From an optimization exercise on the open Yosys and OpenROAD flow, aimed at small area, a short achievable clock period and few clock cycles; shortcuts taken in it are not production practice. At most, simulation tests tie the RTL to the original design; equivalence was not proved. Power figures rest on the tool's default switching activity, not on a simulated workload.

## run A
// deco8_decode
module deco8_decode (
    input  wire        clk,
    input  wire        rst,           
    input  wire        start,         
    input  wire        cartlen_ok,    
    output reg         cart_re,
    output reg  [14:0] cart_addr,
    input  wire [7:0]  cart_rdata,
    output reg         out_re,
    output reg  [17:0] out_raddr,
    input  wire [7:0]  out_rdata,
    output reg         out_we,
    output reg  [17:0] out_waddr,
    output reg  [7:0]  out_wdata,
    output reg         done,
    output reg  [15:0] status,
    output reg  [1:0]  version,
    output wire [31:0] magic,
    output wire [15:0] dlen,
    output wire [15:0] hdr6,
    output reg  [17:0] textlen,
    output reg         text_valid,
    output reg         empty
);
    localparam [31:0] MAGIC_V1 = 32'h3A633A00;
    localparam [31:0] MAGIC_V2 = 32'h00707861;
    localparam [14:0] CODE_BASE = 15'h4300;
    localparam [14:0] CLEN_BASE = 15'h4306;
    localparam [14:0] BODY_BASE = 15'h4308;
    localparam IDLE = 0, HDR = 1, CLASS = 2, V0 = 3, V1 = 4, CP = 5, V2H = 6,
               V2C = 7, V2A = 8, V2B = 9, DRAIN = 10, TAIL = 11, ERR = 12;
    localparam NS = 13;
    reg [NS-1:0] st;
    reg        start_r, ok_r;
    reg [1:0]  ver;
    reg        f1, f2;      
    reg [15:0] rc;          
    reg        rz, rle0, r1;    
    reg        g1;          
    reg        g2;          
    reg [2:0]  hidx;        
    reg [3:0]  cnt;         
    reg [18:0] olen_c;      
    reg        ecode;       
    reg        bb;          
  ...
For scale: roughly 300 flip-flops, ~190 I/O pins, ~15000 um2 of cells after synthesis.
export LEC_CHECK = 0
export CAP_MARGIN = 20
export CORE_MARGIN = 2
export CORE_UTILIZATION = 40
export SLEW_MARGIN = 20
create_clock -name core_clock -period 10.0 [get_ports {clk}]
standard.sh (not shown) runs the stock make flow with config.mk's settings and CLKGATE_MAP_FILE= SYNTH_SCRIPT=/design/flow/synth_recipe.tcl, a recipe that flattens the netlist after the stock synthesis.
==> flow/flow/run.sh <==
#!/bin/bash
# The standard layout (standard.sh: the standard synthesis, floorplan,
# placement, CTS and routing) with these changes:
#  - the port buffers are buf_2 cells rather than the default pick, a slow
#    clock-delay cell; every port still gets its buffer;
#  - repair_timing aims at a setup margin of 6.5 ns, so it sizes the logic for a
#    shorter period than the 10 ns clock asks for.
# The clock period and the SDC constraints are the standard flow's, unchanged.
set -euo pipefail
bash standard.sh "BUFFER_PORTS_ARGS=-buffer_cell sky130_fd_sc_hd__buf_2" \
    SETUP_SLACK_MARGIN=6.5  "CTS_ARGS=-sink_clustering_enable -repair_clock_nets -dont_use_dummy_load -sink_clustering_size 30 -sink_clustering_max_diameter 80" finish > standard_flow.log 2>&1
Run A was carried through to the last stage, and its layout satisfied the timing, design-rule and antenna checks.
Testbench counts of run A, summed over its fixed seeds: cycles 382,588.
#### Input delta (run B over run A)
- changing CORE_UTILIZATION from 40 to 65
Findings:
A end point of the critical path of magic[17] is what run A shows, while magic[1] belongs to run B.
Clock power (run B over run A): decrease, 13%
Looking at routed wire length on met3 across run B and run A, the one that comes out higher is run B.
Run A → run B: share of the cycle needed by the critical path after routing flat, switching share of power held steady.
Non-clock buffer count in the final layout was lower in run B than in run A.
Comparing run B and run A, the lower core utilization was measured on run A.
Across both runs, design area was lower for run B than for run A.
Comparing run B against run A, there is no change at all in count of input and output buffers.
Compared with run A, in run B leakage dissipation decreased by about 1.1% relative to the old numbers; data arrival at the endpoint of the critical path closely matched the old numbers.
As far as clock input transition at the sequential cells of the worst setup and hold paths is concerned, run B and run A perform about the same.
## Diff of input files: run C against run B
- CORE_UTILIZATION: 65 -> 55
==> flow/flow/run.sh <==
#!/bin/bash
# The standard layout (standard.sh: the standard synthesis, floorplan,
# placement, CTS and routing) with these changes:
#  - the port buffers are buf_2 cells rather than the default pick, a slow
#    clock-delay cell; every port still gets its buffer;
#  - repair_timing aims at a setup margin of 6.6 ns, so it sizes the logic for a
#    shorter period than the 10 ns clock asks for.
# The clock period and the SDC constraints are the standard flow's, unchanged.
set -euo pipefail
bash standard.sh "BUFFER_PORTS_ARGS=-buffer_cell sky130_fd_sc_hd__buf_2" \
    SETUP_SLACK_MARGIN=6.6  "CTS_ARGS=-sink_clustering_enable -repair_clock_nets -dont_use_dummy_load -sink_clustering_size 30 -sink_clustering_max_diameter 80 -sink_clustering_levels 1 -balance_levels" finish > standard_flow.log 2>&1
--- outcome ---
Run C against run B: TritonCTS buffer count grew by 1; share of cell area taken by flip-flops and latches shrank by 0.28 points; switching power grew by about 1.4%.
## Diff of input files: run D against run C
- CORE_UTILIZATION now 40, was 55
==> flow/flow/run.sh <==
#!/bin/bash
# The standard layout (standard.sh: the standard synthesis, floorplan,
# placement, CTS and routing) with these changes:
#  - the port buffers are buf_2 cells rather than the default pick, a slow
#    clock-delay cell; every port still gets its buffer;
#  - repair_timing aims at a setup margin of 6.5 ns, so it sizes the logic for a
#    shorter period than the 10 ns clock asks for.
# The clock period and the SDC constraints are the standard flow's, unchanged.
set -euo pipefail
bash standard.sh "BUFFER_PORTS_ARGS=-buffer_cell sky130_fd_sc_hd__buf_2" \
    SETUP_SLACK_MARGIN=6.5  "CTS_ARGS=-sink_clustering_enable -repair_clock_nets -dont_use_dummy_load -sink_clustering_size 16 -buf_list sky130_fd_sc_hd__clkbuf_8 -root_buf sky130_fd_sc_hd__clkbuf_16" finish > standard_flow.log 2>&1
Findings:
In the flow results for run C and run D, the maximum fanout encountered on the critical timing path is smaller on run D.
Going from run C to run D, clock latency at the later pin of the worst-skew pair grew by 0.03 ns, register-to-register slack grew by 0.15 ns.
| number of global-route vias before repair | run D vs run C | 627 higher |
Total internal power: run D vs run C up about 11%
Taking run C as the reference, in run D total length of routed wires up 6.1%; fraction of power consumed by combinational cells down 1.8 points; final standard cell area without fillers up 650 um2; number of gates resized after cts down 3.


deco8_decode, a different RTL version from the one above (not shown whole).
Size in the first run: about 290 flip-flops, roughly 190 I/O pins, about 15,000 sq um of cells after synthesis.
Design deco8_decode, start of the top module:
module deco8_decode (
    input  wire        clk,
    input  wire        rst,           
    input  wire        start,         
    input  wire        cartlen_ok,    
    output reg         cart_re,
    output reg  [14:0] cart_addr,
    input  wire [7:0]  cart_rdata,
    output reg         out_re,
    output reg  [17:0] out_raddr,
    input  wire [7:0]  out_rdata,
    output reg         out_we,
    output reg  [17:0] out_waddr,
    output reg  [7:0]  out_wdata,
    output reg         done,
    output reg  [15:0] status,
    output reg  [1:0]  version,
    output wire [31:0] magic,
    output wire [15:0] dlen,
    output wire [15:0] hdr6,
    output reg  [17:0] textlen,
    output reg         text_valid,
    output reg         empty
);
==> flow/config.mk <==
export PLATFORM = sky130hd
export DESIGN_NAME = deco8_decode
export DESIGN_NICKNAME = deco8_decode
export VERILOG_FILES = /design/flow/design.v
export SDC_FILE = /design/flow/constraint.sdc
export NUM_CORES = 4
export LEC_CHECK = 0
export CAP_MARGIN = 20
export CORE_MARGIN = 2
export CORE_UTILIZATION = 55
export SLEW_MARGIN = 20
==> flow/constraint.sdc <==
create_clock -name core_clock -period 10.0 [get_ports {clk}]
set_input_delay 2.0000 -clock core_clock [delete_from_list [all_inputs] [get_ports {clk}]]
set_output_delay 2.0000 -clock core_clock [all_outputs]
set_load 0.01 [all_outputs]
==> flow/flow/run.sh <==
#!/bin/bash
# The standard layout (standard.sh: the standard synthesis, floorplan,
# placement, CTS and routing) with these changes:
#  - the port buffers are buf_2 cells rather than the default pick, a slow
#    clock-delay cell; every port still gets its buffer;
#  - repair_timing aims at a setup margin of 6.5 ns, so it sizes the logic for a
#    shorter period than the 10 ns clock asks for.
# The clock period and the SDC constraints are the standard flow's, unchanged.
set -euo pipefail
bash standard.sh "BUFFER_PORTS_ARGS=-buffer_cell sky130_fd_sc_hd__buf_2" \
    SETUP_SLACK_MARGIN=6.5  "CTS_ARGS=-repair_clock_nets -dont_use_dummy_load" finish > standard_flow.log 2>&1
Testbench counts at the start, summed over its fixed seeds: cycles 382,588.
Then changed:
--- a/flow/flow/run.sh
+++ b/flow/flow/run.sh
@@ -5,3 +5,3 @@
 #    clock-delay cell; every port still gets its buffer;
-#  - repair_timing aims at a setup margin of 6.5 ns, so it sizes the logic for a
+#  - repair_timing aims at a setup margin of 6.6 ns, so it sizes the logic for a
 #    shorter period than the 10 ns clock asks for.
@@ -10,2 +10,2 @@
 bash standard.sh "BUFFER_PORTS_ARGS=-buffer_cell sky130_fd_sc_hd__buf_2" \
-    SETUP_SLACK_MARGIN=6.5  "CTS_ARGS=-repair_clock_nets -dont_use_dummy_load" finish > standard_flow.log 2>&1
+    SETUP_SLACK_MARGIN=6.6  "CTS_ARGS=-sink_clustering_enable -repair_clock_nets -dont_use_dummy_load -sink_clustering_size 30 -sink_clustering_max_diameter 80" finish > standard_flow.log 2>&1
After rerunning: Worst hold slack improved by 20 ps. Power drops by about 20%. Die area stays the same. Combinational power hardly moves. Critical path depth stays the same. Sequential share of layout area went up by 2.0 points. Wire length went down by about 2.6%. Final area goes down by about 4.7%. Core utilization fell by 3.0 points.
Then changed:
==> flow/flow/run.sh (replaced) <==
#!/bin/bash
# The standard layout (standard.sh: the standard synthesis, floorplan,
# placement, CTS and routing) with these changes:
#  - the port buffers are buf_2 cells rather than the default pick, a slow
#    clock-delay cell; every port still gets its buffer;
#  - repair_timing aims at a setup margin of 6.5 ns, so it sizes the logic for a
#    shorter period than the 10 ns clock asks for.
# The clock period and the SDC constraints are the standard flow's, unchanged.
set -euo pipefail
bash standard.sh "BUFFER_PORTS_ARGS=-buffer_cell sky130_fd_sc_hd__buf_2" \
    SETUP_SLACK_MARGIN=6.5  "CTS_ARGS=-sink_clustering_enable -repair_clock_nets -dont_use_dummy_load -sink_clustering_size 30 -sink_clustering_max_diameter 80" finish > standard_flow.log 2>&1
The new run ran to the end with no violations.
Die area is unchanged.
Setup slack barely changes.
Clock-buffer cell count is unchanged.


== build 9 ==
Another version of the RTL of deco8_decode (not shown whole).
For scale: ~1700 cells after synthesis, roughly 190 I/O pins, roughly 15000 um^2 of cells after synthesis.
// deco8_decode
module deco8_decode (
    input  wire        clk,
    input  wire        rst,           
    input  wire        start,         
    input  wire        cartlen_ok,    
    output reg         cart_re,
    output reg  [14:0] cart_addr,
    input  wire [7:0]  cart_rdata,
    output reg         out_re,
    output reg  [17:0] out_raddr,
    input  wire [7:0]  out_rdata,
    output reg         out_we,
    output reg  [17:0] out_waddr,
    output reg  [7:0]  out_wdata,
    output reg         done,
    output reg  [15:0] status,
    output reg  [1:0]  version,
    output wire [31:0] magic,
    output wire [15:0] dlen,
    output wire [15:0] hdr6,
    output reg  [17:0] textlen,
    output reg         text_valid,
    output reg         empty
);
clock: 10.0 ns
lec_check: 0
cap_margin: 20
core_margin: 2
core_utilization: 40
slew_margin: 20
==> flow/flow/run.sh <==
#!/bin/bash
# The standard layout (standard.sh: the standard synthesis, floorplan,
# placement, CTS and routing) with two changes:
#  - the port buffers are buf_2 cells rather than the default pick, a slow
#    clock-delay cell; every port still gets its buffer;
#  - repair_timing aims at a setup margin of 7 ns, so it sizes the logic for a
#    shorter period than the 10 ns clock asks for.
# The clock period and the SDC constraints are the standard flow's, unchanged.
set -euo pipefail
bash standard.sh "BUFFER_PORTS_ARGS=-buffer_cell sky130_fd_sc_hd__buf_2" \
    SETUP_SLACK_MARGIN=7 finish > standard_flow.log 2>&1
Build 9: done, clean on timing, DRC and antenna
Edits applied to the flow inputs when going from build 9 to build 53:
==> flow/flow/run.sh <==
#!/bin/bash
# The standard layout (standard.sh: the standard synthesis, floorplan,
# placement, CTS and routing) with two changes:
#  - the port buffers are buf_2 cells rather than the default pick, a slow
#    clock-delay cell; every port still gets its buffer;
#  - repair_timing aims at a setup margin of 6 ns, so it sizes the logic for a
#    shorter period than the 10 ns clock asks for.
# The clock period and the SDC constraints are the standard flow's, unchanged.
set -euo pipefail
bash standard.sh "BUFFER_PORTS_ARGS=-buffer_cell sky130_fd_sc_hd__buf_2" \
    SETUP_SLACK_MARGIN=6 finish > standard_flow.log 2>&1
Going from build 9 to build 53, non-clock buffer share of cell area has decreased, final area decreased by about 13% relative to the old numbers, area occupied by multi-input gates now smaller, portion of the layout cell area used by clock cells moved up. As far as number of optimization iterations in the first detailed-route pass goes, build 53 and build 9 are indistinguishable; the numbers are identical. Taking build 9 as the reference, in build 53 post-route fraction of the period consumed by the critical path saw an increase; sequential fraction of total cell area saw an increase.
No run of this note included a check of the RTL's function; only the layout flow was run.


deco8_decode, a different RTL version from the one above (not shown whole).
For scale: about 1600 cells after synthesis, about 190 I/O pins, about 15000 µm² of cells after synthesis.
clock: 10.0 ns
lec_check: 0
cap_margin: 20
core_margin: 2
core_utilization: 55
slew_margin: 20
==> flow/flow/run.sh <==
#!/bin/bash
# The standard layout (standard.sh: the standard synthesis, floorplan,
# placement, CTS and routing) with these changes:
#  - the port buffers are buf_2 cells rather than the default pick, a slow
#    clock-delay cell; every port still gets its buffer;
#  - repair_timing aims at a setup margin of 6.3 ns, so it sizes the logic for a
#    shorter period than the 10 ns clock asks for.
# The clock period and the SDC constraints are the standard flow's, unchanged.
set -euo pipefail
bash standard.sh "BUFFER_PORTS_ARGS=-buffer_cell sky130_fd_sc_hd__buf_2" \
    SETUP_SLACK_MARGIN=6.3  "CTS_ARGS=-sink_clustering_enable -repair_clock_nets -dont_use_dummy_load -sink_clustering_size 30 -sink_clustering_max_diameter 80" finish > standard_flow.log 2>&1
Edit:
==> flow/flow/run.sh (replaced) <==
#!/bin/bash
# The standard layout (standard.sh: the standard synthesis, floorplan,
# placement, CTS and routing) with these changes:
#  - the port buffers are buf_2 cells rather than the default pick, a slow
#    clock-delay cell; every port still gets its buffer;
#  - repair_timing aims at a setup margin of 6.5 ns, so it sizes the logic for a
#    shorter period than the 10 ns clock asks for.
# The clock period and the SDC constraints are the standard flow's, unchanged.
set -euo pipefail
bash standard.sh "BUFFER_PORTS_ARGS=-buffer_cell sky130_fd_sc_hd__buf_2" \
    SETUP_SLACK_MARGIN=6.5  "CTS_ARGS=-sink_clustering_enable -repair_clock_nets -dont_use_dummy_load -sink_clustering_size 30 -sink_clustering_max_diameter 80" finish > standard_flow.log 2>&1
Result: Clock-buffer cell count is unchanged. Via count is higher by 0.31%. Clock skew is higher by 0.0041 ns. Total power stays flat. Die area does not change. Core utilization is higher by 0.21 points.
No functional check of the RTL was part of any run of this note.


Another version of the RTL of deco8_decode (not shown whole).
For scale: about 290 flip-flops, about 190 I/O pins, ~15000 sq um of cells after synthesis.
==> flow/config.mk <==
export PLATFORM = sky130hd
export DESIGN_NAME = deco8_decode
export DESIGN_NICKNAME = deco8_decode
export VERILOG_FILES = /design/flow/design.v
export SDC_FILE = /design/flow/constraint.sdc
export NUM_CORES = 4
export LEC_CHECK = 0
export CAP_MARGIN = 20
export CORE_MARGIN = 2
export CORE_UTILIZATION = 55
export SLEW_MARGIN = 20
==> flow/constraint.sdc <==
create_clock -name core_clock -period 10.0 [get_ports {clk}]
set_input_delay 2.0000 -clock core_clock [delete_from_list [all_inputs] [get_ports {clk}]]
set_output_delay 2.0000 -clock core_clock [all_outputs]
set_load 0.01 [all_outputs]
==> flow/flow/run.sh <==
#!/bin/bash
# The standard layout (standard.sh: the standard synthesis, floorplan,
# placement, CTS and routing) with these changes:
#  - the port buffers are buf_2 cells rather than the default pick, a slow
#    clock-delay cell; every port still gets its buffer;
#  - repair_timing aims at a setup margin of 6.7 ns, so it sizes the logic for a
#    shorter period than the 10 ns clock asks for.
# The clock period and the SDC constraints are the standard flow's, unchanged.
set -euo pipefail
bash standard.sh "BUFFER_PORTS_ARGS=-buffer_cell sky130_fd_sc_hd__buf_2" \
    SETUP_SLACK_MARGIN=6.7  "CTS_ARGS=-sink_clustering_enable -repair_clock_nets -dont_use_dummy_load -sink_clustering_size 30 -sink_clustering_max_diameter 80" finish > standard_flow.log 2>&1
Testbench counts at the start, summed over its fixed seeds: cycles 382,588.
Edit:
--- a/flow/flow/run.sh
+++ b/flow/flow/run.sh
@@ -6 +6 @@
-#  - repair_timing aims at a setup margin of 6.7 ns, so it sizes the logic for a
+#  - repair_timing aims at a setup margin of 6.9 ns, so it sizes the logic for a
@@ -11 +11 @@
-    SETUP_SLACK_MARGIN=6.7  "CTS_ARGS=-sink_clustering_enable -repair_clock_nets -dont_use_dummy_load -sink_clustering_size 30 -sink_clustering_max_diameter 80" finish > standard_flow.log 2>&1
+    SETUP_SLACK_MARGIN=6.9  "CTS_ARGS=-sink_clustering_enable -repair_clock_nets -dont_use_dummy_load -sink_clustering_size 30 -sink_clustering_max_diameter 80" finish > standard_flow.log 2>&1
What happened:
- sequential power stays flat
- cell area went up by 1.1%
- first-iteration DRC count went down by 7.6%

## afterwards: timing with drivers on the ports
In the flow no input, the clock included, has a driving cell. The finished layouts below were timed again as built, in two steps. Step 1 assumes that a clkbuf_16 drives the clock port and a buf_2 every other input. Step 2 adds t to the input delays and takes it off the output delays; t is the mean of the earliest and latest rising clock arrival at the registers after step 1. Input paths then give back, and output paths get back, about the clock's delay inside the block. a / b / c = ideal ports / drivers / drivers and shift; a / b = the first two.
run | t (ns) | setup WS [ns] | latest minus earliest clock arrival (ns)
run A | 0.557 | 6.612 / 6.556 / 6.531 | 0.065 / 0.065
run B | 0.536 | 6.624 / 6.577 / 6.483 | 0.058 / 0.058
run C | 0.536 | 6.605 / 6.554 / 6.427 | 0.050 / 0.050
run D | 0.566 | 6.611 / 6.555 / 6.499 | 0.058 / 0.058
the first run of note 2 | 0.597 | 6.605 / 6.554 / 6.069 | 0.042 / 0.042
the second run of note 2 | 0.548 | 6.622 / 6.573 / 6.300 | 0.044 / 0.044
the third run of note 2 | 0.547 | 6.624 / 6.571 / 6.195 | 0.043 / 0.043
build 9 | 0.579 | 6.299 / 6.299 / 6.299 | 0.029 / 0.029
build 53 | 0.570 | 6.080 / 6.080 / 6.080 | 0.013 / 0.014
the first run of note 4 | 0.543 | 6.424 / 6.375 / 5.954 | 0.077 / 0.078
the second run of note 4 | 0.536 | 6.605 / 6.556 / 6.250 | 0.080 / 0.081
the first run of note 5 | 0.538 | 6.685 / 6.636 / 6.410 | 0.039 / 0.039
the second run of note 5 | 0.541 | 6.695 / 6.641 / 6.366 | 0.043 / 0.043
After both steps setup and hold are still met in every run listed. The setup slack of the first run of note 2, which loses most, moves by -0.051 ns with the drivers and by -0.536 ns with both steps.
